Context: an optimization exercise on an open-source flow, tuned for small area. The choices shown serve that exercise and are no tape-out recipe.
In this exercise RTL edits were held to simulation tests only and were not proved equivalent to the original.

$ cat flow/standard.sh
#!/bin/bash
# synth_recipe.tcl (not shown) runs the flow's synth.tcl, then flattens the netlist and writes it again
# the make line also repeats each setting of config.mk as NAME=value (left out here)
make -C /OpenROAD-flow-scripts/flow DESIGN_CONFIG=/design/flow/config.mk WORK_HOME=/design/flow/orfs CLKGATE_MAP_FILE= SYNTH_SCRIPT=/design/flow/synth_recipe.tcl "${@:-finish}"
$ cat flow/config.mk
export PLATFORM = sky130hd
export DESIGN_NAME = catc
export DESIGN_NICKNAME = catc
export VERILOG_FILES = /design/flow/design.v
export SDC_FILE = /design/flow/constraint.sdc
export NUM_CORES = 4
export LEC_CHECK = 0
export ABC_AREA = 1
export CAP_MARGIN = 20
export CORE_MARGIN = 2
export CORE_UTILIZATION = 40
export SLEW_MARGIN = 20
$ cat flow/flow/libmap.py
#!/usr/bin/env python3
# Write a Yosys techmap file that replaces each combinational sky130 cell used in a
# netlist by its liberty function, so ABC can map the logic again.
# usage: libmap.py LIB NETLIST OUT [keep-cell-regex]
import re, sys
lib, net, out = sys.argv[1:4]
keep = re.compile(sys.argv[4]) if len(sys.argv) > 4 else None
used = set(re.findall(r'^\s*(sky130_fd_sc_hd__\w+)\s', open(net).read(), re.M))
text = open(lib).read()
cells = {}
for m in re.finditer(r'\n\s*cell\s*\(\s*"?(\w+)"?\s*\)\s*\{', text):
    name = m.group(1)
    if name not in used: continue
    # find cell body by brace matching
    i = m.end(); depth = 1
    while depth:
        c = text[i]
        if c == '{': depth += 1
        elif c == '}': depth -= 1
        i += 1
    cells[name] = text[m.end():i]
def conv(f):
    f = f.replace('!', '~').replace('+', '|').replace('*', '&')
    # implicit AND by whitespace between operands, e.g. "A B"
    f = re.sub(r'(?<=[\w)])\s+(?=[~\w(])', ' & ', f)
    return f
L = []
for name, body in sorted(cells.items()):
    if re.search(r'\b(ff|latch|statetable)\s*\(', body): continue
    if keep and keep.search(name): continue
    pins = []
    for pm in re.finditer(r'\bpin\s*\(\s*"?(\w+)"?\s*\)\s*\{', body):
        j = pm.end(); depth = 1
        while depth:
            c = body[j]
            if c == '{': depth += 1
            elif c == '}': depth -= 1
            j += 1
        pb = body[pm.end():j]
        d = re.search(r'direction\s*:\s*"?(\w+)"?', pb)
        fn = re.search(r'\bfunction\s*:\s*"([^"]*)"', pb)
        pins.append((pm.group(1), d.group(1) if d else None, fn.group(1) if fn else None))
    outs = [p for p in pins if p[1] == 'output']
    ins = [p for p in pins if p[1] == 'input']
    if not outs or any(o[2] is None for o in outs): continue
    L.append(f"module {name} (" + ", ".join([f"input {p[0]}" for p in ins] + [f"output {p[0]}" for p in outs]) + ");")
    for o in outs:
        L.append(f"  assign {o[0]} = {conv(o[2])};")
    L.append("endmodule")
open(out, 'w').write("\n".join(L) + "\n")
print(f"{len(used)} cell types used, mapped {sum(1 for l in L if l.startswith('module'))}", file=sys.stderr)
$ cat flow/constraint.sdc
create_clock -name core_clock -period 30.0 [get_ports {clk}]
set_input_delay 6.0000 -clock core_clock [delete_from_list [all_inputs] [get_ports {clk}]]
set_output_delay 6.0000 -clock core_clock [all_outputs]
set_load 0.01 [all_outputs]
$ cat flow/design.v
module catc #(
    parameter [31:0] TIMEOUT_CYCLES = 32'd3000
) (
    input  wire        clk,
    input  wire        rst,
    input  wire        cmd_valid,
    input  wire [39:0] cmd_word,
    output wire        cmd_ready,
    output wire        done,
    output wire [3:0]  result,
    input  wire [3:0]  sts_addr,
    output reg  [31:0] sts_rdata,
    output wire        open_req,
    output wire [31:0] open_speed,
    input  wire        open_done,
    input  wire        open_ok,
    output wire        close_req,
    output wire        tx_start,
    output wire [39:0] tx_data,
    input  wire        tx_done,
    input  wire [2:0]  tx_count,
    input  wire        rx_valid,
    input  wire [7:0]  rx_data
);
    localparam [2:0] S_DISC   = 3'd0,
                     S_OPEN   = 3'd1,
                     S_CONN   = 3'd2,
                     S_SEND   = 3'd3,
                     S_AWAIT  = 3'd4,
                     S_IDLE   = 3'd5,
                     S_UNRESP = 3'd6;
    localparam [1:0] K_NONE = 2'd0,
                     K_FM   = 2'd1,
                     K_RX   = 2'd2,
                     K_TX   = 2'd3;
    localparam [3:0] R_OK          = 4'd0,
                     R_DEV_UNAVAIL = 4'd1,
                     R_SHORT_WRITE = 4'd2,
                     R_NO_REPLY    = 4'd3,
                     R_SHORT_READ  = 4'd4,
                     R_UNK_MODE    = 4'd5,
                     R_NOT_AVAIL   = 4'd6,
                     R_NOT_CONN    = 4'd7,
                     R_ALREADY     = 4'd8,
                     R_ILLEGAL     = 4'd9,
                     R_NONE        = 4'd15;
    localparam [11:0] TMR_SEED = 12'hFFF;
    localparam [11:0] TMR_LAST = 12'h8BD;   
    function [8:0] mode_code_by_name(input [31:0] w);
        case (w)
            32'h4C534200: mode_code_by_name = {1'b1, 8'h00};   
            32'h55534200: mode_code_by_name = {1'b1, 8'h01};   
            32'h43570000: mode_code_by_name = {1'b1, 8'h02};   
            32'h43575200: mode_code_by_name = {1'b1, 8'h03};   
            32'h414D0000: mode_code_by_name = {1'b1, 8'h04};   
            32'h57464D00: mode_code_by_name = {1'b1, 8'h06};   
            32'h464D0000: mode_code_by_name = {1'b1, 8'h08};   
            32'h464D4E00: mode_code_by_name = {1'b1, 8'h88};   
            32'h44494700: mode_code_by_name = {1'b1, 8'h0A};   
            32'h504B5400: mode_code_by_name = {1'b1, 8'h0C};   
            default:      mode_code_by_name = {1'b0, 8'h00};
        endcase
    endfunction
    function [3:0] mode_by_code(input [7:0] c);
        case (c)
            8'h00:   mode_by_code = 4'd0;
            8'h01:   mode_by_code = 4'd1;
            8'h02:   mode_by_code = 4'd2;
            8'h03:   mode_by_code = 4'd3;
            8'h04:   mode_by_code = 4'd4;
            8'h06:   mode_by_code = 4'd5;
            8'h08:   mode_by_code = 4'd6;
            8'h88:   mode_by_code = 4'd7;
            8'h0A:   mode_by_code = 4'd8;
            8'h0C:   mode_by_code = 4'd9;
            default: mode_by_code = 4'd15;
        endcase
    endfunction
    function non_bcd(input [31:0] b);
        integer i;
        begin
            non_bcd = 1'b0;
            for (i = 0; i < 8; i = i + 1)
                if (b[i*4+3] & (b[i*4+2] | b[i*4+1]))
                    non_bcd = 1'b1;
        end
    endfunction
    function [3:0] add3(input [3:0] v);
      reg c;
      begin
        c = v[3] | (v[2] & (v[1] | v[0]));
        add3 = {c, (v[2] & ~v[1] & ~v[0]) | (v[3] & v[0]),
                (v[1] & (~v[2] | v[0])) | (v[3] & ~v[0]), v[0] ^ c};
      end
    endfunction
    function [31:0] enc_freq(input [31:0] n);
      reg [3:0] e3_0, e4_0, e5_0, e6_0, e6_1, e7_0, e7_1, e8_0, e8_1, e9_0, e9_1, e9_2;
      reg [3:0] e10_0, e10_1, e10_2, e11_0, e11_1, e11_2, e12_0, e12_1, e12_2, e13_0, e13_1, e13_2;
      reg [3:0] e13_3, e14_0, e14_1, e14_2, e14_3, e15_0, e15_1, e15_2, e15_3, e16_0, e16_1, e16_2;
      reg [3:0] e16_3, e16_4, e17_0, e17_1, e17_2, e17_3, e17_4, e18_0, e18_1, e18_2, e18_3, e18_4;
      reg [3:0] e19_0, e19_1, e19_2, e19_3, e19_4, e19_5, e20_0, e20_1, e20_2, e20_3, e20_4, e20_5;
      reg [3:0] e21_0, e21_1, e21_2, e21_3, e21_4, e21_5, e22_0, e22_1, e22_2, e22_3, e22_4, e22_5;
      reg [3:0] e23_0, e23_1, e23_2, e23_3, e23_4, e23_5, e23_6, e24_0, e24_1, e24_2, e24_3, e24_4;
      reg [3:0] e24_5, e24_6, e25_0, e25_1, e25_2, e25_3, e25_4, e25_5, e25_6, e26_0, e26_1, e26_2;
      reg [3:0] e26_3, e26_4, e26_5, e26_6, e26_7, e27_0, e27_1, e27_2, e27_3, e27_4, e27_5, e27_6;
      reg [3:0] e27_7, e28_0, e28_1, e28_2, e28_3, e28_4, e28_5, e28_6, e28_7, e29_0, e29_1, e29_2;
      reg [3:0] e29_3, e29_4, e29_5, e29_6, e29_7, e30_0, e30_1, e30_2, e30_3, e30_4, e30_5, e30_6;
      reg [3:0] e30_7, e31_0, e31_1, e31_2, e31_3, e31_4, e31_5, e31_6, e31_7;
      begin
        e3_0 = add3({1'b0, n[31], n[30], n[29]});
        e4_0 = add3({e3_0[2], e3_0[1], e3_0[0], n[28]});
        e5_0 = add3({e4_0[2], e4_0[1], e4_0[0], n[27]});
        e6_0 = add3({e5_0[2], e5_0[1], e5_0[0], n[26]});
        e6_1 = add3({1'b0, e3_0[3], e4_0[3], e5_0[3]});
        e7_0 = add3({e6_0[2], e6_0[1], e6_0[0], n[25]});
        e7_1 = add3({e6_1[2], e6_1[1], e6_1[0], e6_0[3]});
        e8_0 = add3({e7_0[2], e7_0[1], e7_0[0], n[24]});
        e8_1 = add3({e7_1[2], e7_1[1], e7_1[0], e7_0[3]});
        e9_0 = add3({e8_0[2], e8_0[1], e8_0[0], n[23]});
        e9_1 = add3({e8_1[2], e8_1[1], e8_1[0], e8_0[3]});
        e9_2 = add3({1'b0, e6_1[3], e7_1[3], e8_1[3]});
        e10_0 = add3({e9_0[2], e9_0[1], e9_0[0], n[22]});
        e10_1 = add3({e9_1[2], e9_1[1], e9_1[0], e9_0[3]});
        e10_2 = add3({e9_2[2], e9_2[1], e9_2[0], e9_1[3]});
        e11_0 = add3({e10_0[2], e10_0[1], e10_0[0], n[21]});
        e11_1 = add3({e10_1[2], e10_1[1], e10_1[0], e10_0[3]});
        e11_2 = add3({e10_2[2], e10_2[1], e10_2[0], e10_1[3]});
        e12_0 = add3({e11_0[2], e11_0[1], e11_0[0], n[20]});
        e12_1 = add3({e11_1[2], e11_1[1], e11_1[0], e11_0[3]});
        e12_2 = add3({e11_2[2], e11_2[1], e11_2[0], e11_1[3]});
        e13_0 = add3({e12_0[2], e12_0[1], e12_0[0], n[19]});
        e13_1 = add3({e12_1[2], e12_1[1], e12_1[0], e12_0[3]});
        e13_2 = add3({e12_2[2], e12_2[1], e12_2[0], e12_1[3]});
        e13_3 = add3({e9_2[3], e10_2[3], e11_2[3], e12_2[3]});
        e14_0 = add3({e13_0[2], e13_0[1], e13_0[0], n[18]});
        e14_1 = add3({e13_1[2], e13_1[1], e13_1[0], e13_0[3]});
        e14_2 = add3({e13_2[2], e13_2[1], e13_2[0], e13_1[3]});
        e14_3 = add3({e13_3[2], e13_3[1], e13_3[0], e13_2[3]});
        e15_0 = add3({e14_0[2], e14_0[1], e14_0[0], n[17]});
        e15_1 = add3({e14_1[2], e14_1[1], e14_1[0], e14_0[3]});
        e15_2 = add3({e14_2[2], e14_2[1], e14_2[0], e14_1[3]});
        e15_3 = add3({e14_3[2], e14_3[1], e14_3[0], e14_2[3]});
        e16_0 = add3({e15_0[2], e15_0[1], e15_0[0], n[16]});
        e16_1 = add3({e15_1[2], e15_1[1], e15_1[0], e15_0[3]});
        e16_2 = add3({e15_2[2], e15_2[1], e15_2[0], e15_1[3]});
        e16_3 = add3({e15_3[2], e15_3[1], e15_3[0], e15_2[3]});
        e16_4 = add3({1'b0, e13_3[3], e14_3[3], e15_3[3]});
        e17_0 = add3({e16_0[2], e16_0[1], e16_0[0], n[15]});
        e17_1 = add3({e16_1[2], e16_1[1], e16_1[0], e16_0[3]});
        e17_2 = add3({e16_2[2], e16_2[1], e16_2[0], e16_1[3]});
        e17_3 = add3({e16_3[2], e16_3[1], e16_3[0], e16_2[3]});
        e17_4 = add3({e16_4[2], e16_4[1], e16_4[0], e16_3[3]});
        e18_0 = add3({e17_0[2], e17_0[1], e17_0[0], n[14]});
        e18_1 = add3({e17_1[2], e17_1[1], e17_1[0], e17_0[3]});
        e18_2 = add3({e17_2[2], e17_2[1], e17_2[0], e17_1[3]});
        e18_3 = add3({e17_3[2], e17_3[1], e17_3[0], e17_2[3]});
        e18_4 = add3({e17_4[2], e17_4[1], e17_4[0], e17_3[3]});
        e19_0 = add3({e18_0[2], e18_0[1], e18_0[0], n[13]});
        e19_1 = add3({e18_1[2], e18_1[1], e18_1[0], e18_0[3]});
        e19_2 = add3({e18_2[2], e18_2[1], e18_2[0], e18_1[3]});
        e19_3 = add3({e18_3[2], e18_3[1], e18_3[0], e18_2[3]});
        e19_4 = add3({e18_4[2], e18_4[1], e18_4[0], e18_3[3]});
        e19_5 = add3({1'b0, e16_4[3], e17_4[3], e18_4[3]});
        e20_0 = add3({e19_0[2], e19_0[1], e19_0[0], n[12]});
        e20_1 = add3({e19_1[2], e19_1[1], e19_1[0], e19_0[3]});
        e20_2 = add3({e19_2[2], e19_2[1], e19_2[0], e19_1[3]});
        e20_3 = add3({e19_3[2], e19_3[1], e19_3[0], e19_2[3]});
        e20_4 = add3({e19_4[2], e19_4[1], e19_4[0], e19_3[3]});
        e20_5 = add3({e19_5[2], e19_5[1], e19_5[0], e19_4[3]});
        e21_0 = add3({e20_0[2], e20_0[1], e20_0[0], n[11]});
        e21_1 = add3({e20_1[2], e20_1[1], e20_1[0], e20_0[3]});
        e21_2 = add3({e20_2[2], e20_2[1], e20_2[0], e20_1[3]});
        e21_3 = add3({e20_3[2], e20_3[1], e20_3[0], e20_2[3]});
        e21_4 = add3({e20_4[2], e20_4[1], e20_4[0], e20_3[3]});
        e21_5 = add3({e20_5[2], e20_5[1], e20_5[0], e20_4[3]});
        e22_0 = add3({e21_0[2], e21_0[1], e21_0[0], n[10]});
        e22_1 = add3({e21_1[2], e21_1[1], e21_1[0], e21_0[3]});
        e22_2 = add3({e21_2[2], e21_2[1], e21_2[0], e21_1[3]});
        e22_3 = add3({e21_3[2], e21_3[1], e21_3[0], e21_2[3]});
        e22_4 = add3({e21_4[2], e21_4[1], e21_4[0], e21_3[3]});
        e22_5 = add3({e21_5[2], e21_5[1], e21_5[0], e21_4[3]});
        e23_0 = add3({e22_0[2], e22_0[1], e22_0[0], n[9]});
        e23_1 = add3({e22_1[2], e22_1[1], e22_1[0], e22_0[3]});
        e23_2 = add3({e22_2[2], e22_2[1], e22_2[0], e22_1[3]});
        e23_3 = add3({e22_3[2], e22_3[1], e22_3[0], e22_2[3]});
        e23_4 = add3({e22_4[2], e22_4[1], e22_4[0], e22_3[3]});
        e23_5 = add3({e22_5[2], e22_5[1], e22_5[0], e22_4[3]});
        e23_6 = add3({e19_5[3], e20_5[3], e21_5[3], e22_5[3]});
        e24_0 = add3({e23_0[2], e23_0[1], e23_0[0], n[8]});
        e24_1 = add3({e23_1[2], e23_1[1], e23_1[0], e23_0[3]});
        e24_2 = add3({e23_2[2], e23_2[1], e23_2[0], e23_1[3]});
        e24_3 = add3({e23_3[2], e23_3[1], e23_3[0], e23_2[3]});
        e24_4 = add3({e23_4[2], e23_4[1], e23_4[0], e23_3[3]});
        e24_5 = add3({e23_5[2], e23_5[1], e23_5[0], e23_4[3]});
        e24_6 = add3({e23_6[2], e23_6[1], e23_6[0], e23_5[3]});
        e25_0 = add3({e24_0[2], e24_0[1], e24_0[0], n[7]});
        e25_1 = add3({e24_1[2], e24_1[1], e24_1[0], e24_0[3]});
        e25_2 = add3({e24_2[2], e24_2[1], e24_2[0], e24_1[3]});
        e25_3 = add3({e24_3[2], e24_3[1], e24_3[0], e24_2[3]});
        e25_4 = add3({e24_4[2], e24_4[1], e24_4[0], e24_3[3]});
        e25_5 = add3({e24_5[2], e24_5[1], e24_5[0], e24_4[3]});
        e25_6 = add3({e24_6[2], e24_6[1], e24_6[0], e24_5[3]});
        e26_0 = add3({e25_0[2], e25_0[1], e25_0[0], n[6]});
        e26_1 = add3({e25_1[2], e25_1[1], e25_1[0], e25_0[3]});
        e26_2 = add3({e25_2[2], e25_2[1], e25_2[0], e25_1[3]});
        e26_3 = add3({e25_3[2], e25_3[1], e25_3[0], e25_2[3]});
        e26_4 = add3({e25_4[2], e25_4[1], e25_4[0], e25_3[3]});
        e26_5 = add3({e25_5[2], e25_5[1], e25_5[0], e25_4[3]});
        e26_6 = add3({e25_6[2], e25_6[1], e25_6[0], e25_5[3]});
        e26_7 = add3({1'b0, e23_6[3], e24_6[3], e25_6[3]});
        e27_0 = add3({e26_0[2], e26_0[1], e26_0[0], n[5]});
        e27_1 = add3({e26_1[2], e26_1[1], e26_1[0], e26_0[3]});
        e27_2 = add3({e26_2[2], e26_2[1], e26_2[0], e26_1[3]});
        e27_3 = add3({e26_3[2], e26_3[1], e26_3[0], e26_2[3]});
        e27_4 = add3({e26_4[2], e26_4[1], e26_4[0], e26_3[3]});
        e27_5 = add3({e26_5[2], e26_5[1], e26_5[0], e26_4[3]});
        e27_6 = add3({e26_6[2], e26_6[1], e26_6[0], e26_5[3]});
        e27_7 = add3({e26_7[2], e26_7[1], e26_7[0], e26_6[3]});
        e28_0 = add3({e27_0[2], e27_0[1], e27_0[0], n[4]});
        e28_1 = add3({e27_1[2], e27_1[1], e27_1[0], e27_0[3]});
        e28_2 = add3({e27_2[2], e27_2[1], e27_2[0], e27_1[3]});
        e28_3 = add3({e27_3[2], e27_3[1], e27_3[0], e27_2[3]});
        e28_4 = add3({e27_4[2], e27_4[1], e27_4[0], e27_3[3]});
        e28_5 = add3({e27_5[2], e27_5[1], e27_5[0], e27_4[3]});
        e28_6 = add3({e27_6[2], e27_6[1], e27_6[0], e27_5[3]});
        e28_7 = add3({e27_7[2], e27_7[1], e27_7[0], e27_6[3]});
        e29_0 = add3({e28_0[2], e28_0[1], e28_0[0], n[3]});
        e29_1 = add3({e28_1[2], e28_1[1], e28_1[0], e28_0[3]});
        e29_2 = add3({e28_2[2], e28_2[1], e28_2[0], e28_1[3]});
        e29_3 = add3({e28_3[2], e28_3[1], e28_3[0], e28_2[3]});
        e29_4 = add3({e28_4[2], e28_4[1], e28_4[0], e28_3[3]});
        e29_5 = add3({e28_5[2], e28_5[1], e28_5[0], e28_4[3]});
        e29_6 = add3({e28_6[2], e28_6[1], e28_6[0], e28_5[3]});
        e29_7 = add3({e28_7[2], e28_7[1], e28_7[0], e28_6[3]});
        e30_0 = add3({e29_0[2], e29_0[1], e29_0[0], n[2]});
        e30_1 = add3({e29_1[2], e29_1[1], e29_1[0], e29_0[3]});
        e30_2 = add3({e29_2[2], e29_2[1], e29_2[0], e29_1[3]});
        e30_3 = add3({e29_3[2], e29_3[1], e29_3[0], e29_2[3]});
        e30_4 = add3({e29_4[2], e29_4[1], e29_4[0], e29_3[3]});
        e30_5 = add3({e29_5[2], e29_5[1], e29_5[0], e29_4[3]});
        e30_6 = add3({e29_6[2], e29_6[1], e29_6[0], e29_5[3]});
        e30_7 = add3({e29_7[2], e29_7[1], e29_7[0], e29_6[3]});
        e31_0 = add3({e30_0[2], e30_0[1], e30_0[0], n[1]});
        e31_1 = add3({e30_1[2], e30_1[1], e30_1[0], e30_0[3]});
        e31_2 = add3({e30_2[2], e30_2[1], e30_2[0], e30_1[3]});
        e31_3 = add3({e30_3[2], e30_3[1], e30_3[0], e30_2[3]});
        e31_4 = add3({e30_4[2], e30_4[1], e30_4[0], e30_3[3]});
        e31_5 = add3({e30_5[2], e30_5[1], e30_5[0], e30_4[3]});
        e31_6 = add3({e30_6[2], e30_6[1], e30_6[0], e30_5[3]});
        e31_7 = add3({e30_7[2], e30_7[1], e30_7[0], e30_6[3]});
        enc_freq = {e31_7[2], e31_7[1], e31_7[0], e31_6[3], e31_6[2], e31_6[1], e31_6[0], e31_5[3], e31_5[2], e31_5[1], e31_5[0], e31_4[3], e31_4[2], e31_4[1], e31_4[0], e31_3[3], e31_3[2], e31_3[1], e31_3[0], e31_2[3], e31_2[2], e31_2[1], e31_2[0], e31_1[3], e31_1[2], e31_1[1], e31_1[0], e31_0[3], e31_0[2], e31_0[1], e31_0[0], n[0]};
      end
    endfunction
    function [27:0] dec_freq(input [31:0] b);
      reg p1, p2, p3, p4, p5, p6, p7, p8, p9, p10, p11, p12, p13, p14, p15, p16;
      reg p17, p18, p19, p20, p21, p22, p23, p24, p25, p26, p27, p28, p29, p30, p31, p32;
      reg p33, p34, p35, p36, p37, p38, p39, p40, p41, p42, p43, p44, p45, p46, p47, p48;
      reg p49, p50, p51, p52, p53, p54, p55, p56, p57, p58, p59, p60, p61, p62, p63, p64;
      reg p65, p66, p67, p68, p69, p70, p71, p72, p73, p74, p75, p76, p77, p78, p79, p80;
      reg p81, p82, p83, p84, p85, p86, p87, p88, p89, p90, p91, p92, p93, p94, p95, p96;
      reg p97, p98, p99, p100, p101, p102, p103, p104, p105, p106, p107, p108, p109, p110, p111, p112;
      reg p113, p114, p115, p116, p117, p118, p119, p120, p121, p122, p123, p124, p125, p126, p127, p128;
      reg p129, p130, p131, p132, p133, p134, p135, p136, p137, p138, p139, p140, p141, p142, p143, p144;
      reg p145, p146, p147, p148, p149, p150, p151, p152, p153, p154, p155, p156, p157, p158, p159, p160;
      reg p161, p162, p163, p164, p165, p166, p167, p168, p169, p170, p171, p172, p173, p174, p175, p176;
      reg p177, p178, p179, p180, p181, p182, p183, p184, p185, p186, p187, p188, p189, p190, p191, p192;
      reg p193, p194, p195, p196, p197, p198, p199, p200, p201, p202, p203, p204, p205, p206, p207, p208;
      reg p209, p210, p211, p212, p213, p214, p215, p216, p217, p218, p219, p220, p221, p222, p223, p224;
      reg p225, p226, p227, p228, p229, p230, p231, p232, p233, p234, p235, p236, p237, p238, p239, p240;
      reg p241, p242, p243, p244, p245, p246, p247, p248, p249, p250, p251, p252, p253, p254, p255, p256;
      reg p257, p258, p259, p260, p261, p262, p263, p264, p265, p266, p267, p268, p269, p270, p271, p272;
      reg p273, p274, p275, p276;
      begin
        p1 = b[3] ^ b[6] ^ b[4];
        p2 = (b[3] & b[6]) | (b[3] & b[4]) | (b[6] & b[4]);
        p3 = p2 ^ b[7] ^ b[5];
        p4 = (p2 & b[7]) | (p2 & b[5]) | (b[7] & b[5]);
        p5 = b[1] ^ b[4];
        p6 = b[1] & b[4];
        p7 = b[2] ^ b[5] ^ p6;
        p8 = (b[2] & b[5]) | (b[2] & p6) | (b[5] & p6);
        p9 = p1 ^ p8;
        p10 = p1 & p8;
        p11 = p3 ^ p10;
        p12 = p3 & p10;
        p13 = p4 ^ b[6] ^ p12;
        p14 = (p4 & b[6]) | (p4 & p12) | (b[6] & p12);
        p15 = b[7] ^ p14;
        p16 = b[7] & p14;
        p17 = b[11] ^ b[14] ^ b[12];
        p18 = (b[11] & b[14]) | (b[11] & b[12]) | (b[14] & b[12]);
        p19 = p18 ^ b[15] ^ b[13];
        p20 = (p18 & b[15]) | (p18 & b[13]) | (b[15] & b[13]);
        p21 = b[9] ^ b[12];
        p22 = b[9] & b[12];
        p23 = b[10] ^ b[13] ^ p22;
        p24 = (b[10] & b[13]) | (b[10] & p22) | (b[13] & p22);
        p25 = p17 ^ p24;
        p26 = p17 & p24;
        p27 = p19 ^ p26;
        p28 = p19 & p26;
        p29 = p20 ^ b[14] ^ p28;
        p30 = (p20 & b[14]) | (p20 & p28) | (b[14] & p28);
        p31 = b[15] ^ p30;
        p32 = b[15] & p30;
        p33 = b[19] ^ b[22] ^ b[20];
        p34 = (b[19] & b[22]) | (b[19] & b[20]) | (b[22] & b[20]);
        p35 = p34 ^ b[23] ^ b[21];
        p36 = (p34 & b[23]) | (p34 & b[21]) | (b[23] & b[21]);
        p37 = b[17] ^ b[20];
        p38 = b[17] & b[20];
        p39 = b[18] ^ b[21] ^ p38;
        p40 = (b[18] & b[21]) | (b[18] & p38) | (b[21] & p38);
        p41 = p33 ^ p40;
        p42 = p33 & p40;
        p43 = p35 ^ p42;
        p44 = p35 & p42;
        p45 = p36 ^ b[22] ^ p44;
        p46 = (p36 & b[22]) | (p36 & p44) | (b[22] & p44);
        p47 = b[23] ^ p46;
        p48 = b[23] & p46;
        p49 = b[27] ^ b[30] ^ b[28];
        p50 = (b[27] & b[30]) | (b[27] & b[28]) | (b[30] & b[28]);
        p51 = p50 ^ b[31] ^ b[29];
        p52 = (p50 & b[31]) | (p50 & b[29]) | (b[31] & b[29]);
        p53 = b[25] ^ b[28];
        p54 = b[25] & b[28];
        p55 = b[26] ^ b[29] ^ p54;
        p56 = (b[26] & b[29]) | (b[26] & p54) | (b[29] & p54);
        p57 = p49 ^ p56;
        p58 = p49 & p56;
        p59 = p51 ^ p58;
        p60 = p51 & p58;
        p61 = p52 ^ b[30] ^ p60;
        p62 = (p52 & b[30]) | (p52 & p60) | (b[30] & p60);
        p63 = b[31] ^ p62;
        p64 = b[31] & p62;
        p65 = p11 ^ p23 ^ b[16];
        p66 = (p11 & p23) | (p11 & b[16]) | (p23 & b[16]);
        p67 = p13 ^ p25 ^ ~b[8];
        p68 = (p13 & p25) | (p13 & ~b[8]) | (p25 & ~b[8]);
        p69 = p15 ^ p27 ^ ~p21;
        p70 = (p15 & p27) | (p15 & ~p21) | (p27 & ~p21);
        p71 = p16 ^ p29 ^ ~p23;
        p72 = (p16 & p29) | (p16 & ~p23) | (p29 & ~p23);
        p73 = b[8] ^ p41 ^ p53;
        p74 = (b[8] & p41) | (b[8] & p53) | (p41 & p53);
        p75 = p31 ^ ~p25 ^ p21;
        p76 = (p31 & ~p25) | (p31 & p21) | (~p25 & p21);
        p77 = p43 ^ ~b[16] ^ p55;
        p78 = (p43 & ~b[16]) | (p43 & p55) | (~b[16] & p55);
        p79 = p32 ^ ~p27 ^ p23;
        p80 = (p32 & ~p27) | (p32 & p23) | (~p27 & p23);
        p81 = p45 ^ ~p37 ^ p57;
        p82 = (p45 & ~p37) | (p45 & p57) | (~p37 & p57);
        p83 = ~p29 ^ p25 ^ p47;
        p84 = (~p29 & p25) | (~p29 & p47) | (p25 & p47);
        p85 = ~p39 ^ p59 ^ p53;
        p86 = (~p39 & p59) | (~p39 & p53) | (p59 & p53);
        p87 = ~p31 ^ p27 ^ p48;
        p88 = (~p31 & p27) | (~p31 & p48) | (p27 & p48);
        p89 = ~p41 ^ b[16] ^ p61;
        p90 = (~p41 & b[16]) | (~p41 & p61) | (b[16] & p61);
        p91 = ~p32 ^ p29 ^ ~p43;
        p92 = (~p32 & p29) | (~p32 & ~p43) | (p29 & ~p43);
        p93 = p37 ^ p63 ^ p57;
        p94 = (p37 & p63) | (p37 & p57) | (p63 & p57);
        p95 = p31 ^ ~p45 ^ p39;
        p96 = (p31 & ~p45) | (p31 & p39) | (~p45 & p39);
        p97 = b[16] ^ p64 ^ p59;
        p98 = (b[16] & p64) | (b[16] & p59) | (p64 & p59);
        p99 = p32 ^ ~p47 ^ p41;
        p100 = (p32 & ~p47) | (p32 & p41) | (~p47 & p41);
        p101 = p37 ^ p61 ^ b[24];
        p102 = (p37 & p61) | (p37 & b[24]) | (p61 & b[24]);
        p103 = ~p48 ^ p43 ^ p39;
        p104 = (~p48 & p43) | (~p48 & p39) | (p43 & p39);
        p105 = p63 ^ p53 ^ 1'b1;
        p106 = (p63 & p53) | (p63 & 1'b1) | (p53 & 1'b1);
        p107 = p45 ^ p41 ^ p64;
        p108 = (p45 & p41) | (p45 & p64) | (p41 & p64);
        p109 = p55 ^ ~b[24] ^ 1'b1;
        p110 = (p55 & ~b[24]) | (p55 & 1'b1) | (~b[24] & 1'b1);
        p111 = p47 ^ p43 ^ p57;
        p112 = (p47 & p43) | (p47 & p57) | (p43 & p57);
        p113 = p48 ^ p45 ^ p59;
        p114 = (p48 & p45) | (p48 & p59) | (p45 & p59);
        p115 = p47 ^ p61 ^ ~p57;
        p116 = (p47 & p61) | (p47 & ~p57) | (p61 & ~p57);
        p117 = p48 ^ p63 ^ ~p59;
        p118 = (p48 & p63) | (p48 & ~p59) | (p63 & ~p59);
        p119 = p64 ^ ~p61 ^ p53;
        p120 = (p64 & ~p61) | (p64 & p53) | (~p61 & p53);
        p121 = ~p63 ^ p55 ^ 1'b1;
        p122 = (~p63 & p55) | (~p63 & 1'b1) | (p55 & 1'b1);
        p123 = ~p64 ^ p57 ^ 1'b1;
        p124 = (~p64 & p57) | (~p64 & 1'b1) | (p57 & 1'b1);
        p125 = p66 ^ p67 ^ p37;
        p126 = (p66 & p67) | (p66 & p37) | (p67 & p37);
        p127 = p68 ^ p69 ^ p39;
        p128 = (p68 & p69) | (p68 & p39) | (p69 & p39);
        p129 = p70 ^ p71 ^ p73;
        p130 = (p70 & p71) | (p70 & p73) | (p71 & p73);
        p131 = p72 ^ p74 ^ p75;
        p132 = (p72 & p74) | (p72 & p75) | (p74 & p75);
        p133 = p76 ^ p78 ^ p79;
        p134 = (p76 & p78) | (p76 & p79) | (p78 & p79);
        p135 = p80 ^ p82 ^ p83;
        p136 = (p80 & p82) | (p80 & p83) | (p82 & p83);
        p137 = p84 ^ p86 ^ p87;
        p138 = (p84 & p86) | (p84 & p87) | (p86 & p87);
        p139 = p88 ^ p90 ^ p91;
        p140 = (p88 & p90) | (p88 & p91) | (p90 & p91);
        p141 = p92 ^ p94 ^ p95;
        p142 = (p92 & p94) | (p92 & p95) | (p94 & p95);
        p143 = p96 ^ p98 ^ p99;
        p144 = (p96 & p98) | (p96 & p99) | (p98 & p99);
        p145 = p100 ^ p102 ^ p103;
        p146 = (p100 & p102) | (p100 & p103) | (p102 & p103);
        p147 = p104 ^ p106 ^ p107;
        p148 = (p104 & p106) | (p104 & p107) | (p106 & p107);
        p149 = p108 ^ p110 ^ p111;
        p150 = (p108 & p110) | (p108 & p111) | (p110 & p111);
        p151 = p112 ^ p113 ^ ~p55;
        p152 = (p112 & p113) | (p112 & ~p55) | (p113 & ~p55);
        p153 = p114 ^ p115 ^ 1'b1;
        p154 = (p114 & p115) | (p114 & 1'b1) | (p115 & 1'b1);
        p155 = p116 ^ p117 ^ b[24];
        p156 = (p116 & p117) | (p116 & b[24]) | (p117 & b[24]);
        p157 = p118 ^ p119 ^ 1'b1;
        p158 = (p118 & p119) | (p118 & 1'b1) | (p119 & 1'b1);
        p159 = p126 ^ p127 ^ b[24];
        p160 = (p126 & p127) | (p126 & b[24]) | (p127 & b[24]);
        p161 = p130 ^ p131 ^ p77;
        p162 = (p130 & p131) | (p130 & p77) | (p131 & p77);
        p163 = p132 ^ p133 ^ p81;
        p164 = (p132 & p133) | (p132 & p81) | (p133 & p81);
        p165 = p134 ^ p135 ^ p85;
        p166 = (p134 & p135) | (p134 & p85) | (p135 & p85);
        p167 = p136 ^ p137 ^ p89;
        p168 = (p136 & p137) | (p136 & p89) | (p137 & p89);
        p169 = p138 ^ p139 ^ p93;
        p170 = (p138 & p139) | (p138 & p93) | (p139 & p93);
        p171 = p140 ^ p141 ^ p97;
        p172 = (p140 & p141) | (p140 & p97) | (p141 & p97);
        p173 = p142 ^ p143 ^ p101;
        p174 = (p142 & p143) | (p142 & p101) | (p143 & p101);
        p175 = p144 ^ p145 ^ p105;
        p176 = (p144 & p145) | (p144 & p105) | (p145 & p105);
        p177 = p146 ^ p147 ^ p109;
        p178 = (p146 & p147) | (p146 & p109) | (p147 & p109);
        p179 = p148 ^ p149 ^ ~p53;
        p180 = (p148 & p149) | (p148 & ~p53) | (p149 & ~p53);
        p181 = p150 ^ p151 ^ 1'b1;
        p182 = (p150 & p151) | (p150 & 1'b1) | (p151 & 1'b1);
        p183 = p154 ^ p155 ^ 1'b1;
        p184 = (p154 & p155) | (p154 & 1'b1) | (p155 & 1'b1);
        p185 = p158 ^ p120 ^ p121;
        p186 = (p158 & p120) | (p158 & p121) | (p120 & p121);
        p187 = p160 ^ p128 ^ p129;
        p188 = (p160 & p128) | (p160 & p129) | (p128 & p129);
        p189 = p162 ^ p163 ^ b[24];
        p190 = (p162 & p163) | (p162 & b[24]) | (p163 & b[24]);
        p191 = p166 ^ p167 ^ p55;
        p192 = (p166 & p167) | (p166 & p55) | (p167 & p55);
        p193 = p170 ^ p171 ^ 1'b1;
        p194 = (p170 & p171) | (p170 & 1'b1) | (p171 & 1'b1);
        p195 = p172 ^ p173 ^ 1'b1;
        p196 = (p172 & p173) | (p172 & 1'b1) | (p173 & 1'b1);
        p197 = p178 ^ p179 ^ 1'b1;
        p198 = (p178 & p179) | (p178 & 1'b1) | (p179 & 1'b1);
        p199 = p182 ^ p152 ^ p153;
        p200 = (p182 & p152) | (p182 & p153) | (p152 & p153);
        p201 = p184 ^ p156 ^ p157;
        p202 = (p184 & p156) | (p184 & p157) | (p156 & p157);
        p203 = p186 ^ p122 ^ p123;
        p204 = (p186 & p122) | (p186 & p123) | (p122 & p123);
        p205 = p188 ^ p161 ^ 1'b1;
        p206 = (p188 & p161) | (p188 & 1'b1) | (p161 & 1'b1);
        p207 = p190 ^ p164 ^ p165;
        p208 = (p190 & p164) | (p190 & p165) | (p164 & p165);
        p209 = p192 ^ p168 ^ p169;
        p210 = (p192 & p168) | (p192 & p169) | (p168 & p169);
        p211 = p196 ^ p174 ^ p175;
        p212 = (p196 & p174) | (p196 & p175) | (p174 & p175);
        p213 = p198 ^ p180 ^ p181;
        p214 = (p198 & p180) | (p198 & p181) | (p180 & p181);
        p215 = p204 ^ p124 ^ p59;
        p216 = (p204 & p124) | (p204 & p59) | (p124 & p59);
        p217 = p212 ^ p176 ^ p177;
        p218 = (p212 & p176) | (p212 & p177) | (p176 & p177);
        p219 = p216 ^ p61 ^ 1'b1;
        p220 = (p216 & p61) | (p216 & 1'b1) | (p61 & 1'b1);
        p221 = p220 ^ p63 ^ 1'b1;
        p222 = (p220 & p63) | (p220 & 1'b1) | (p63 & 1'b1);
        p223 = p222 ^ p64 ^ 1'b1;
        p224 = (p222 & p64) | (p222 & 1'b1) | (p64 & 1'b1);
        p225 = p7 ^ b[8];
        p226 = p7 & b[8];
        p227 = p9 ^ p21 ^ p226;
        p228 = (p9 & p21) | (p9 & p226) | (p21 & p226);
        p229 = p65 ^ p228;
        p230 = p65 & p228;
        p231 = p125 ^ 1'b1 ^ p230;
        p232 = (p125 & 1'b1) | (p125 & p230) | (1'b1 & p230);
        p233 = p159 ^ p232;
        p234 = p159 & p232;
        p235 = p187 ^ p234;
        p236 = p187 & p234;
        p237 = p205 ^ p236;
        p238 = p205 & p236;
        p239 = p206 ^ p189 ^ p238;
        p240 = (p206 & p189) | (p206 & p238) | (p189 & p238);
        p241 = p207 ^ p240;
        p242 = p207 & p240;
        p243 = p208 ^ p191 ^ p242;
        p244 = (p208 & p191) | (p208 & p242) | (p191 & p242);
        p245 = p209 ^ p244;
        p246 = p209 & p244;
        p247 = p210 ^ p193 ^ p246;
        p248 = (p210 & p193) | (p210 & p246) | (p193 & p246);
        p249 = p194 ^ p195 ^ p248;
        p250 = (p194 & p195) | (p194 & p248) | (p195 & p248);
        p251 = p211 ^ p250;
        p252 = p211 & p250;
        p253 = p217 ^ p252;
        p254 = p217 & p252;
        p255 = p218 ^ p197 ^ p254;
        p256 = (p218 & p197) | (p218 & p254) | (p197 & p254);
        p257 = p213 ^ p256;
        p258 = p213 & p256;
        p259 = p214 ^ p199 ^ p258;
        p260 = (p214 & p199) | (p214 & p258) | (p199 & p258);
        p261 = p200 ^ p183 ^ p260;
        p262 = (p200 & p183) | (p200 & p260) | (p183 & p260);
        p263 = p201 ^ p262;
        p264 = p201 & p262;
        p265 = p202 ^ p185 ^ p264;
        p266 = (p202 & p185) | (p202 & p264) | (p185 & p264);
        p267 = p203 ^ p266;
        p268 = p203 & p266;
        p269 = p215 ^ p268;
        p270 = p215 & p268;
        p271 = p219 ^ p270;
        p272 = p219 & p270;
        p273 = p221 ^ p272;
        p274 = p221 & p272;
        p275 = p223 ^ p274;
        p276 = p223 & p274;
        dec_freq = {p275, p273, p271, p269, p267, p265, p263, p261, p259, p257, p255, p253, p251, p249, p247, p245, p243, p241, p239, p237, p235, p233, p231, p229, p227, p225, p5, b[0]};
      end
    endfunction
    reg [2:0]  seq_state;
    reg        unresp;
    reg        first_q;
    reg [3:0]  result_r;
    reg [7:0]  last_hop;
    reg [1:0]  kind;
    reg [11:0] tmr;
    reg [2:0]  rxcnt;
    reg [39:0] rxbuf;        
    reg [31:0] txhi;         
    reg [3:0]  txop;         
    reg        txpkt_valid;
    reg        fm_valid;
    reg [39:0] fm_raw;       
    reg        rx_valid_r;
    reg [7:0]  rx_raw;
    reg        tx_valid_r;
    reg [7:0]  tx_raw;
    reg        done_r;
    reg        open_req_r;
    reg [31:0] open_speed_r;
    reg        close_req_r;
    reg        tx_start_r;
    wire st_open  = (seq_state == S_OPEN);
    wire st_send  = (seq_state == S_SEND);
    wire st_await = (seq_state == S_AWAIT);
    wire busy     = st_open | st_send | st_await;
    wire disc     = (seq_state == S_DISC);
    wire [7:0] txop_byte;
    assign txop_byte[7] = (~txop[3] & txop[2] & ~txop[0]) | (txop[3] & txop[1]);
    assign txop_byte[6] = txop[3] & txop[1];
    assign txop_byte[5] = txop[3] & txop[1];
    assign txop_byte[4] = txop[3] & txop[1] & txop[0];
    assign txop_byte[3] = ~txop[3] & txop[2] & (txop[1] ^ txop[0]);
    assign txop_byte[2] = txop[3] & (txop[1] | ~txop[0]);
    assign txop_byte[1] = txop[3];
    assign txop_byte[0] = txop[3] | (txop[2] & txop[1] & txop[0]);
    assign cmd_ready  = ~busy;
    assign done       = done_r;
    assign result     = result_r;
    assign open_req   = open_req_r;
    assign open_speed = open_speed_r;
    assign close_req  = close_req_r;
    assign tx_start   = tx_start_r;
    assign tx_data    = {txhi, txop_byte};
    wire [7:0]  hop  = cmd_word[7:0];
    wire [31:0] arg  = cmd_word[39:8];
    wire        hop_hi0 = (hop[7:4] == 4'd0);
    wire [7:0]  mcode;
    wire        mvalid;
    assign {mvalid, mcode} = mode_code_by_name(arg);
    wire [31:0] fbcd = enc_freq(arg);
    wire [31:0] enc_hi = (hop[3:0] == 4'd7) ? fbcd :
                         (hop[3:0] == 4'd8) ? {mcode, 24'd0} : 32'd0;
    wire       cap  = (kind != K_NONE) && rx_valid && (rxcnt != 3'd5);
    wire [2:0] cnt1 = cap ? rxcnt + 3'd1 : rxcnt;
    wire [4:0] wr;    
    assign wr[0] = cap && rxcnt == 3'd0;
    assign wr[1] = cap && rxcnt == 3'd1;
    assign wr[2] = cap && rxcnt == 3'd2;
    assign wr[3] = cap && rxcnt == 3'd3;
    assign wr[4] = cap && rxcnt == 3'd4;
    wire [39:0] buf1 = {wr[0] ? rx_data : rxbuf[39:32],
                        wr[1] ? rx_data : rxbuf[31:24],
                        wr[2] ? rx_data : rxbuf[23:16],
                        wr[3] ? rx_data : rxbuf[15:8],
                        wr[4] ? rx_data : rxbuf[7:0]};
    task complete(input [3:0] code);
        reg u;
        begin
            u = unresp;
            if (kind != K_NONE) begin
                if (code == R_NO_REPLY && first_q)
                    u = 1'b1;
                first_q <= 1'b0;
            end
            unresp    <= u;
            kind      <= K_NONE;
            seq_state <= u ? S_UNRESP : S_IDLE;
            result_r  <= code;
            done_r    <= 1'b1;
        end
    endtask
    task finish(input [3:0] code);
        begin
            result_r <= code;
            done_r   <= 1'b1;
        end
    endtask
    task dispatch(input [1:0] k);
        begin
            txhi        <= enc_hi;
            txop        <= hop[3:0];
            txpkt_valid <= 1'b1;
            tx_start_r  <= 1'b1;
            kind        <= k;
            seq_state   <= S_SEND;
            if (k != K_NONE) begin
                rxcnt <= 3'd0;
                rxbuf <= 40'd0;
            end
        end
    endtask
    task decode_commit;
        begin
            case (kind)
                K_FM: begin
                    fm_raw   <= buf1;
                    fm_valid <= 1'b1;
                    complete(R_OK);
                end
                K_RX: begin
                    rx_raw     <= buf1[39:32];
                    rx_valid_r <= 1'b1;
                    complete(R_OK);
                end
                default: begin   
                    if (buf1[39:32] == 8'hFF)
                        complete(R_NOT_AVAIL);
                    else begin
                        tx_raw     <= buf1[39:32];
                        tx_valid_r <= 1'b1;
                        complete(R_OK);
                    end
                end
            endcase
        end
    endtask
    always @(posedge clk)
        tmr <= st_send ? TMR_SEED : {tmr[10:0], tmr[11] ^ tmr[10]};
    always @(posedge clk) begin
        if (rst) begin
            seq_state    <= S_DISC;
            unresp       <= 1'b0;
            first_q      <= 1'b0;
            result_r     <= R_NONE;
            last_hop     <= 8'h00;
            kind         <= K_NONE;
            rxcnt        <= 3'd0;
            rxbuf        <= 40'd0;
            txhi         <= 32'd0;
            txop         <= 4'd3;
            txpkt_valid  <= 1'b0;
            fm_valid     <= 1'b0;
            rx_valid_r   <= 1'b0;
            tx_valid_r   <= 1'b0;
            done_r       <= 1'b0;
            open_req_r   <= 1'b0;
            open_speed_r <= 32'd0;
            close_req_r  <= 1'b0;
            tx_start_r   <= 1'b0;
        end else begin
            done_r      <= 1'b0;
            open_req_r  <= 1'b0;
            close_req_r <= 1'b0;
            tx_start_r  <= 1'b0;
            case (seq_state)
                S_DISC, S_CONN, S_IDLE, S_UNRESP: begin
                    if (cmd_valid) begin
                        last_hop <= hop;
                        if (!hop_hi0)
                            finish(R_ILLEGAL);
                        else case (hop[3:0])
                            4'h1: begin   
                                if (!disc)
                                    finish(R_ALREADY);
                                else begin
                                    open_req_r   <= 1'b1;
                                    open_speed_r <= arg;
                                    seq_state    <= S_OPEN;
                                end
                            end
                            4'h2: begin   
                                if (disc)
                                    finish(R_NOT_CONN);
                                else begin
                                    close_req_r <= 1'b1;
                                    seq_state   <= S_DISC;
                                    first_q     <= 1'b0;
                                    finish(R_OK);
                                end
                            end
                            4'h8: begin   
                                if (!mvalid)
                                    finish(R_UNK_MODE);
                                else if (disc)
                                    finish(R_NOT_CONN);
                                else
                                    dispatch(K_NONE);
                            end
                            4'h3, 4'h4, 4'h5, 4'h6, 4'h7: begin
                                if (disc)
                                    finish(R_NOT_CONN);
                                else
                                    dispatch(K_NONE);
                            end
                            4'h9, 4'hA, 4'hB: begin
                                if (disc)
                                    finish(R_NOT_CONN);
                                else
                                    dispatch(hop[1:0] == 2'd1 ? K_FM :
                                             hop[1:0] == 2'd2 ? K_RX : K_TX);
                            end
                            default: finish(R_ILLEGAL);
                        endcase
                    end
                end
                S_OPEN: begin
                    if (open_done) begin
                        if (open_ok) begin
                            seq_state  <= S_CONN;
                            first_q    <= 1'b1;
                            unresp     <= 1'b0;
                            fm_valid   <= 1'b0;
                            rx_valid_r <= 1'b0;
                            tx_valid_r <= 1'b0;
                            finish(R_OK);
                        end else begin
                            seq_state <= S_DISC;
                            finish(R_DEV_UNAVAIL);
                        end
                    end
                end
                S_SEND: begin
                    rxbuf <= buf1;
                    rxcnt <= cnt1;
                    if (tx_done) begin
                        if (tx_count != 3'd5)
                            complete(R_SHORT_WRITE);
                        else if (kind == K_NONE)
                            complete(R_OK);
                        else if (cnt1 == 3'd5)
                            decode_commit;
                        else
                            seq_state <= S_AWAIT;
                    end
                end
                S_AWAIT: begin
                    rxbuf <= buf1;
                    rxcnt <= cnt1;
                    if (cnt1 == 3'd5)
                        decode_commit;
                    else if (tmr == TMR_LAST)
                        complete(cnt1 == 3'd0 ? R_NO_REPLY : R_SHORT_READ);
                end
                default: ;   
            endcase
        end
    end
    wire [31:0] fm_bcd  = fm_raw[39:8];
    wire [27:0] freq_n  = dec_freq(fm_bcd);
    wire        freq_nb = non_bcd(fm_bcd);
    always @(*) begin
        case (sts_addr)
            4'd0: sts_rdata = {6'd0, kind, last_hop, 4'd0, result_r, 2'd0,
                               first_q, unresp, busy, seq_state};
            4'd1: sts_rdata = fm_valid ? {1'b1, freq_nb, 2'b00, freq_n} : 32'd0;
            4'd2: sts_rdata = fm_valid ? {1'b1, 19'd0, mode_by_code(fm_raw[7:0]),
                                          fm_raw[7:0]} : 32'd0;
            4'd3: sts_rdata = rx_valid_r ? {1'b1, 16'd0, rx_raw[7], rx_raw[6],
                                            ~rx_raw[5], rx_raw[3:0], rx_raw} : 32'd0;
            4'd4: sts_rdata = tx_valid_r ? {1'b1, 16'd0, tx_raw[7], tx_raw[6],
                                            ~tx_raw[5], tx_raw[3:0], tx_raw} : 32'd0;
            4'd5: sts_rdata = txhi;
            4'd6: sts_rdata = {txpkt_valid, 23'd0, txop_byte};
            4'd7: sts_rdata = rxbuf[39:8];
            4'd8: sts_rdata = {21'd0, rxcnt, rxbuf[7:0]};
            4'd9: sts_rdata = TIMEOUT_CYCLES;
            4'd10: sts_rdata = fm_valid ? fm_bcd : 32'd0;
            default: sts_rdata = 32'd0;
        endcase
    end
endmodule
$ cat flow/flow/run.sh
#!/bin/bash
# Own layout flow: the standard synthesis, then the combinational logic is
# mapped again by ABC with an area-oriented script (registers, and the full/half
# adder cells, are left exactly as the standard synthesis made them), then the
# standard ORFS flow from floorplan to finish, with the port buffers made of
# the smallest buffer cell.
set -euo pipefail
WORK=$(pwd)
FLOWDIR=$WORK/flow
R=$WORK/orfs/results/${FLOW_PLATFORM}/catc/base
LIB=$FLOW_HOME/platforms/${FLOW_PLATFORM}/lib/sky130_fd_sc_hd__tt_025C_1v80.lib
YOSYS=$FLOW_HOME/../tools/install/yosys/bin/yosys
[ -x "$YOSYS" ] || YOSYS=yosys

# 1. standard synthesis
bash standard.sh synth > $WORK/log_1_standard_synth.log 2>&1

# 2. remap the combinational logic
cp $R/1_2_yosys.v $WORK/standard_1_2_yosys.v
python3 $FLOWDIR/libmap.py $LIB $WORK/standard_1_2_yosys.v $WORK/remap_cells.v 'fa_1|ha_1' > $WORK/log_2_libmap.log 2>&1
cat > $WORK/remap.abc <<EOT
strash
&get -n
&deepsyn -T 90
&dch -f
&nf -R 1000
&put
EOT
cat > $WORK/remap.ys <<EOT
read_liberty -lib -ignore_miss_dir -setattr blackbox $LIB
read_verilog $WORK/standard_1_2_yosys.v
hierarchy -top $FLOW_TOP
techmap -map $WORK/remap_cells.v
techmap
opt_expr
opt_clean
abc -script $WORK/remap.abc -liberty $LIB -dont_use *lpflow* -dont_use *probe* -dont_use *fill* -D 30000
setundef -zero
splitnets
opt_clean -purge
hilomap -singleton -hicell sky130_fd_sc_hd__conb_1 HI -locell sky130_fd_sc_hd__conb_1 LO
insbuf -buf sky130_fd_sc_hd__buf_4 A X
opt_clean -purge
check -assert
stat -liberty $LIB
write_verilog -noattr -noexpr -nohex -nodec $WORK/remapped_1_2_yosys.v
EOT
$YOSYS -l $WORK/log_3_remap_yosys.log -q $WORK/remap.ys > /dev/null 2>&1
cp $WORK/remapped_1_2_yosys.v $R/1_2_yosys.v
touch $R/1_2_yosys.v

# 3. the rest of the standard flow, from the remapped netlist
BUFFER_PORTS_ARGS="-buffer_cell sky130_fd_sc_hd__buf_1" bash standard.sh finish > $WORK/log_4_standard_finish.log 2>&1
==> metrics.cfg, run 1 <==
[status]
run_status=finished clean

[timing]
final_max_slew_viol_count=0
timing.final.ws_setup_ps=2640
worstMarginPinSlew_ps=1090
max_freq_ghz=0.0366
setup_violations=0
timing.final.crit_period_ps=27360
finClkSkew_ps=9.05
min_period_over_period=0.912
final_hold_viol_count=0
worst_slew_margin_rel=0.270
setup-tns-final_ps=0

[clock_network]
cts.repair.resized=0
tritoncts_clock_tree=done
worst_skew_pair_latency_ps=540
cts-root-buf=sky130_fd_sc_hd__clkbuf_16
post_cts_hold_buffer_count=0
cts-buffers-inserted=25
cts.sink_count=206
cts_post_setup_buffers_inserted=0
path_clk_slew_ps=70
cts_htree_levels=1
maximum_number_of_buffers_from_clock_root_to_sink=3

[place]
place_hpwl_um=45700
pre_cts_ws_ps=636
gp_congestion=0.932
placedInstanceArea_um2=19600
numPortBuffers=174

[cells_and_area]
post_route_cells_drive_above_1_share=0.0272
area_growth_syn_to_layout_pct=13.3
fillerInstances=4422
layout.cell_area.non_filler_um2=20400
final_net_count=2724
finish.utilization=0.460

[worst_setup_path]
worst_ep_required_time_ps=30450
crit_path_frequent_cell=sky130_fd_sc_hd__nor2_1
worstSetupEndpointType=flip-flop
criticalPathCategory=input pin to flip-flop
critical_path.slowest_cell=sky130_fd_sc_hd__o21ai_0
critPathMaxStageDelay_ps=550
cp_max_fo=7
arrival_ps=27810
critical_path.startpoint_type=input pin

[grt]
grt_antenna_before_repair=4
first_pass_grt_wire_length_um=89200
grt.overflow.total=0
grt_max_degree=49
grt_use_total=0.238
number_of_global_route_vias_before_repair=16200

[routing]
first_iter_violations=1407
routed-via-count=17300
detail_route.first_pass.iterations=8
post-route-drc-count=0
post_drt_wl_per_cell_um=18.2
totalWireLength_um=57000
route.detailed.vias_per_inst=5.53
antenna_violating_nets_post_route=0

[die]
die_w_um=216
area_of_the_die_um2=46800
initial_standard_cell_utilization_of_the_core=0.406
ios=175
core-area_um2=44400
floorplan.die.height_um=216
rows=77

[yosys]
syn-instance-count=2300
ys_warnings=1
syn_avg_cell_area_um2=7.85
combined_area_of_all_synthesized_cells_um2=18000
synthesis.nets=2508

[min_path]
hold_path.class=flip-flop to flip-flop

[run]
maxCapViolations=0

state kept, by name (all words and copies together) (netlist names), 2 cells and up:
signal,count
rxcnt,3
kind,2
last_hop,8
fm_raw,40
result_r,4
txop,4
seq_state,3
open_speed_r,32
tx_raw,8
tmr,12
rxbuf,40
txhi,32
rx_raw,8
cell type report:
cell class | instances | area, um2 | area share
repair buffers | 191 | 785 | 0.0384
multi-input cells | 1829 | 12400 | 0.607
clock buffers | 32 | 673 | 0.0329
flip-flops and latches | 206 | 4680 | 0.229
well taps | 592 | 741 | 0.0362
diodes | 1 | 2.50 | 0.000122
inverters | 263 | 987 | 0.0483
clock inverters | 14 | 156 | 0.00765
worst max-delay path, delay by kind of cell:
kind / cells / cell delay (ps)
compound gates: 24 / 7770
buf+inv: 4 / 650
xor+xnor: 18 / 3610
simple gates: 59 / 9170
mux: 2 / 560
path summary, 6_finish.rpt:
kind / from / end / slack [ps] / depth (start not counted)
worst max register to register: kind[0] / seq_state[1] / 25470 / 13
worst min register to register: tmr[10] / tmr[11] / 430 / 2
worst min-delay path: tmr[10] / tmr[11] / 430 / 2
worst max-delay path: cmd_word[36] / txhi[25] / 2640 / 107
placed cells by master (no fill, tap or decap), drive strengths merged, types with 33 or more instances in the layout:
cell type,instances
a22o,45
or2,44
nand2b,50
o21ai,151
xnor2,93
and2,44
clkinv,268
fa,90
buf,190
a22oi,62
xor2,45
nand2,270
nor2b,41
nor2,251
edfxtp,56
ha,56
mux2,37
dfxtp,150
a21oi,199
nor3,33
clkbuf,33
metal layers:
layer | track usage | share of wire
met1 | 0.326 | 0.45
met2 | 0.392 | 0.45
met3 | 0.0274 | 0.059
met4 | 0.0799 | 0.035
met5 | 0 | 0.00058
through the flow:
step / hold slack, ps / cells
after global routing: 469 / 3128
after floorplan: 409 / 2300
final: 434 / 3128
after global placement: 417 / 3081
after CTS: 438 / 3127
after detailed placement: 425 / 3081
==> inputs of run 2 (changes only) <==
--- a/flow/design.v
+++ b/flow/design.v
@@ -594,7 +594,10 @@
     assign open_speed = open_speed_r;
     assign close_req  = close_req_r;
     assign tx_start   = tx_start_r;
-    assign tx_data    = {txhi, txop_byte};
+    wire        tx_freq  = (txop == 4'd7);
+    wire        tx_mode  = (txop == 4'd8);
+    wire [31:0] txpkt_hi = {txhi[31:24] & {8{tx_freq | tx_mode}}, txhi[23:0] & {24{tx_freq}}};
+    assign tx_data    = {txpkt_hi, txop_byte};
     wire [7:0]  hop  = cmd_word[7:0];
     wire [31:0] arg  = cmd_word[39:8];
     wire        hop_hi0 = (hop[7:4] == 4'd0);
@@ -602,8 +605,7 @@
     wire        mvalid;
     assign {mvalid, mcode} = mode_code_by_name(arg);
     wire [31:0] fbcd = enc_freq(arg);
-    wire [31:0] enc_hi = (hop[3:0] == 4'd7) ? fbcd :
-                         (hop[3:0] == 4'd8) ? {mcode, 24'd0} : 32'd0;
+    wire [31:0] enc_hi = {hop[0] ? fbcd[31:24] : mcode, fbcd[23:0]};
     wire       cap  = (kind != K_NONE) && rx_valid && (rxcnt != 3'd5);
     wire [2:0] cnt1 = cap ? rxcnt + 3'd1 : rxcnt;
     wire [4:0] wr;    
@@ -612,11 +614,14 @@
     assign wr[2] = cap && rxcnt == 3'd2;
     assign wr[3] = cap && rxcnt == 3'd3;
     assign wr[4] = cap && rxcnt == 3'd4;
-    wire [39:0] buf1 = {wr[0] ? rx_data : rxbuf[39:32],
-                        wr[1] ? rx_data : rxbuf[31:24],
-                        wr[2] ? rx_data : rxbuf[23:16],
-                        wr[3] ? rx_data : rxbuf[15:8],
-                        wr[4] ? rx_data : rxbuf[7:0]};
+    wire [39:0] buf1 = {rxbuf[39:8], wr[4] ? rx_data : rxbuf[7:0]};
+    always @(posedge clk) begin
+        if (wr[0]) rxbuf[39:32] <= rx_data;
+        if (wr[1]) rxbuf[31:24] <= rx_data;
+        if (wr[2]) rxbuf[23:16] <= rx_data;
+        if (wr[3]) rxbuf[15:8]  <= rx_data;
+        if (wr[4]) rxbuf[7:0]   <= rx_data;
+    end
     task complete(input [3:0] code);
         reg u;
         begin
@@ -647,10 +652,8 @@
             tx_start_r  <= 1'b1;
             kind        <= k;
             seq_state   <= S_SEND;
-            if (k != K_NONE) begin
+            if (k != K_NONE)
                 rxcnt <= 3'd0;
-                rxbuf <= 40'd0;
-            end
         end
     endtask
     task decode_commit;
@@ -689,8 +692,6 @@
             last_hop     <= 8'h00;
             kind         <= K_NONE;
             rxcnt        <= 3'd0;
-            rxbuf        <= 40'd0;
-            txhi         <= 32'd0;
             txop         <= 4'd3;
             txpkt_valid  <= 1'b0;
             fm_valid     <= 1'b0;
@@ -774,7 +775,6 @@
                     end
                 end
                 S_SEND: begin
-                    rxbuf <= buf1;
                     rxcnt <= cnt1;
                     if (tx_done) begin
                         if (tx_count != 3'd5)
@@ -788,7 +788,6 @@
                     end
                 end
                 S_AWAIT: begin
-                    rxbuf <= buf1;
                     rxcnt <= cnt1;
                     if (cnt1 == 3'd5)
                         decode_commit;
@@ -813,10 +812,13 @@
                                             ~rx_raw[5], rx_raw[3:0], rx_raw} : 32'd0;
             4'd4: sts_rdata = tx_valid_r ? {1'b1, 16'd0, tx_raw[7], tx_raw[6],
                                             ~tx_raw[5], tx_raw[3:0], tx_raw} : 32'd0;
-            4'd5: sts_rdata = txhi;
+            4'd5: sts_rdata = txpkt_hi;
             4'd6: sts_rdata = {txpkt_valid, 23'd0, txop_byte};
-            4'd7: sts_rdata = rxbuf[39:8];
-            4'd8: sts_rdata = {21'd0, rxcnt, rxbuf[7:0]};
+            4'd7: sts_rdata = {rxbuf[39:32] & {8{rxcnt > 3'd0}},
+                               rxbuf[31:24] & {8{rxcnt > 3'd1}},
+                               rxbuf[23:16] & {8{rxcnt > 3'd2}},
+                               rxbuf[15:8]  & {8{rxcnt > 3'd3}}};
+            4'd8: sts_rdata = {21'd0, rxcnt, rxbuf[7:0] & {8{rxcnt > 3'd4}}};
             4'd9: sts_rdata = TIMEOUT_CYCLES;
             4'd10: sts_rdata = fm_valid ? fm_bcd : 32'd0;
             default: sts_rdata = 32'd0;
--- a/flow/flow/run.sh
+++ b/flow/flow/run.sh
@@ -49,5 +49,9 @@
 cp $WORK/remapped_1_2_yosys.v $R/1_2_yosys.v
 touch $R/1_2_yosys.v
 
-# 3. the rest of the standard flow, from the remapped netlist
-BUFFER_PORTS_ARGS="-buffer_cell sky130_fd_sc_hd__buf_1" bash standard.sh finish > $WORK/log_4_standard_finish.log 2>&1
+# 3. the rest of the standard flow, from the remapped netlist; the port
+#    buffers are the smallest buffer, and the clock tree is built of
+#    clkbuf_4 cells in small clusters, without dummy loads
+export BUFFER_PORTS_ARGS="-buffer_cell sky130_fd_sc_hd__buf_1"
+export CTS_ARGS="-sink_clustering_enable -repair_clock_nets -dont_use_dummy_load -buf_list sky130_fd_sc_hd__clkbuf_4 -sink_clustering_size 8 -sink_clustering_max_diameter 40"
+bash standard.sh finish > $WORK/log_4_standard_finish.log 2>&1
==> run 2 against run 1 <==
- still clean
- hold slack worse by 22 ps
- cell count is 3.7% lower
- worst setup slack better by 120 ps
- first-iteration DRC count is 8.0% lower
- core utilization is 1.3 points lower
==> metrics.cfg, run 2 <==
[routing]
route.detailed.vias_per_inst=5.53
antenna_violating_nets_post_route=0
routed-via-count=16600
first_iter_violations=1295
post_drt_wl_per_cell_um=18.2
post-route-drc-count=0
detail_route.first_pass.iterations=5
totalWireLength_um=54900

[grt]
number_of_global_route_vias_before_repair=15700
grt.overflow.total=0
first_pass_grt_wire_length_um=85600
grt_antenna_before_repair=3
grt_max_degree=64
grt_use_total=0.233

[timing]
setup-tns-final_ps=0
timing.final.ws_setup_ps=2760
finClkSkew_ps=85.4
worst_slew_margin_rel=0.278
setup_violations=0
min_period_over_period=0.908
timing.final.crit_period_ps=27240
final_max_slew_viol_count=0
worstMarginPinSlew_ps=1080
final_hold_viol_count=0
max_freq_ghz=0.0367
final.hold.worst_slack_ps=412
rsz0062_at_grt=no

[clock_network]
path_clk_slew_ps=90
maximum_number_of_buffers_from_clock_root_to_sink=3
cts.sink_count=206
cts-root-buf=sky130_fd_sc_hd__clkbuf_4
post_cts_hold_buffer_count=0
worst_skew_pair_latency_ps=750
cts_htree_levels=2
cts-buffers-inserted=40
tritoncts_clock_tree=done

[place]
numPortBuffers=174
place_hpwl_um=44300
pre_cts_ws_ps=1250
dp.cells=2970
gp_congestion=0.926

[worst_setup_path]
critPathMaxStageDelay_ps=500
worstSetupEndpointType=flip-flop
critical_path.startpoint_type=input pin
timing.critical_path.buf_inv=4
worst_ep_required_time_ps=30540
crit_path_frequent_cell=sky130_fd_sc_hd__nor2_1
cp_max_fo=7
arrival_ps=27780
reg2reg_from=kind[1]
worst_path_dominant_cell_family=compound AO/OA/AOI/OAI gates
reg2reg_slack_ps=25600
crit_start=cmd_word[39]
r2r_cells=17
criticalPathCategory=input pin to flip-flop
critical_path.slowest_cell=sky130_fd_sc_hd__a21oi_1
reg2reg_to=txop[3]
endpoint=txhi[18]
cp.depth=104

[die]
initial_standard_cell_utilization_of_the_core=0.405
die_w_um=216
ios=175
rows=77
core-area_um2=44200
area_of_the_die_um2=46500
floorplan.die.height_um=216

[cells_and_area]
final_net_count=2631
post_route_cells_drive_above_1_share=0.0269
biggestRegsByFlops=fm_raw: 40 flops, rxbuf: 40 flops
mostFrequentLayoutCells=sky130_fd_sc_hd__clkinv_1, sky130_fd_sc_hd__nor2_1, sky130_fd_sc_hd__nand2_1
area_growth_syn_to_layout_pct=10.3
final_cells=3012
fillerInstances=4449

[min_path]
hold_path_depth=0
hold_path.class=flip-flop to flip-flop

[yosys]
syn-instance-count=2194
synthesis.nets=2404
combined_area_of_all_synthesized_cells_um2=17900
ys_warnings=1
syn_avg_cell_area_um2=8.17

[run]
maxCapViolations=0

[status]
run_status=finished clean

-- run 2: worst min-delay path by stage --
stage | start | endpoint | slack (ps)
2_1_floorplan | tmr[2] | tmr[3] | 410
3_3_place_gp | tmr[1] | tmr[2] | 420
3_5_place_dp | tmr[1] | tmr[2] | 420
4_1_cts | tmr[10] | tmr[11] | 430
5_1_grt | rxbuf[11] | fm_raw[11] | 440
6_report | rxbuf[11] | fm_raw[11] | 410
-- run 2: stage by stage --
step	utilization	instance area, um2
global route	0.447	19800
CTS	0.446	19700
floorplan	-	17900
detailed placement	0.439	19400
global placement	0.439	19400
finish	0.447	19800
-- run 2: worst reg2reg max path, cell delays in order (launching register included) --
cell                       delay, ps
sky130_fd_sc_hd__dfxtp_1         450
sky130_fd_sc_hd__clkinv_1        140
sky130_fd_sc_hd__ha_1            260
sky130_fd_sc_hd__nand2b_1        220
sky130_fd_sc_hd__a21oi_1         390
sky130_fd_sc_hd__nor2_1           70
sky130_fd_sc_hd__a21oi_1         230
sky130_fd_sc_hd__nand2_1         100
sky130_fd_sc_hd__or2_0           360
sky130_fd_sc_hd__nand3_1         130
sky130_fd_sc_hd__clkinv_1        100
sky130_fd_sc_hd__a31oi_1         390
sky130_fd_sc_hd__clkinv_1        180
sky130_fd_sc_hd__nor3_1          210
sky130_fd_sc_hd__nand3_1         140
sky130_fd_sc_hd__nor2_1          610
sky130_fd_sc_hd__mux2i_1         260
sky130_fd_sc_hd__nor2_1           50
-- run 2: metal layers --
layer | track usage | wire length (um)
met1 | 0.286 | 22400
met2 | 0.419 | 27300
met3 | 0.0313 | 3570
met4 | 0.0759 | 1590
met5 | 0 | 27
-- run 2: final cells by class --
class / count / area, um2 / area share
Timing Repair Buffer: 187 / 764 / 0.0387
Sequential cell: 206 / 5330 / 0.269
Tap cell: 592 / 741 / 0.0375
Inverter: 268 / 1010 / 0.0509
Multi-Input combinational cell: 1718 / 11600 / 0.588
Clock buffer: 40 / 300 / 0.0152
Antenna cell: 1 / 2.50 / 0.000127
-- run 2: repair_timing --
item / CTS / global route
endpoints found under the hold margin: 0 / 0
resized for setup: 0 / 9
setup buffers: 0 / 0
endpoints found under the setup margin: 0 / 15

[what the ideal ports hide]
The flow's constraints put no driver on any port. The routed layouts listed below were extracted and timed again, unchanged, in two steps.
Step 1 assumes that a clkbuf_16 drives the clock port and a buf_2 every other input.
Step 2 moves the port delays by t, midway between the first and last clock arrival at a register: inputs arrive t later, outputs are due t later. That takes back most of the time a late clock gives input paths.
a / b / c = ideal ports / drivers / drivers and shift; a / b = the first two.
run	shift t [ns]	setup WS [ns]	hold slack, ns	worst setup path at the end	pins driven straight from the clock port
run 1	0.594	2.642 / 2.667 / 2.073	0.434 / 0.434 / 0.434	input to register	1
run 2	0.737	2.761 / 2.783 / 2.046	0.412 / 0.412 / 0.412	input to register	1
After both steps every run listed still meets setup and hold. The setup slack of run 2, which loses most, moves by +0.022 ns with the drivers and by -0.715 ns with both steps.
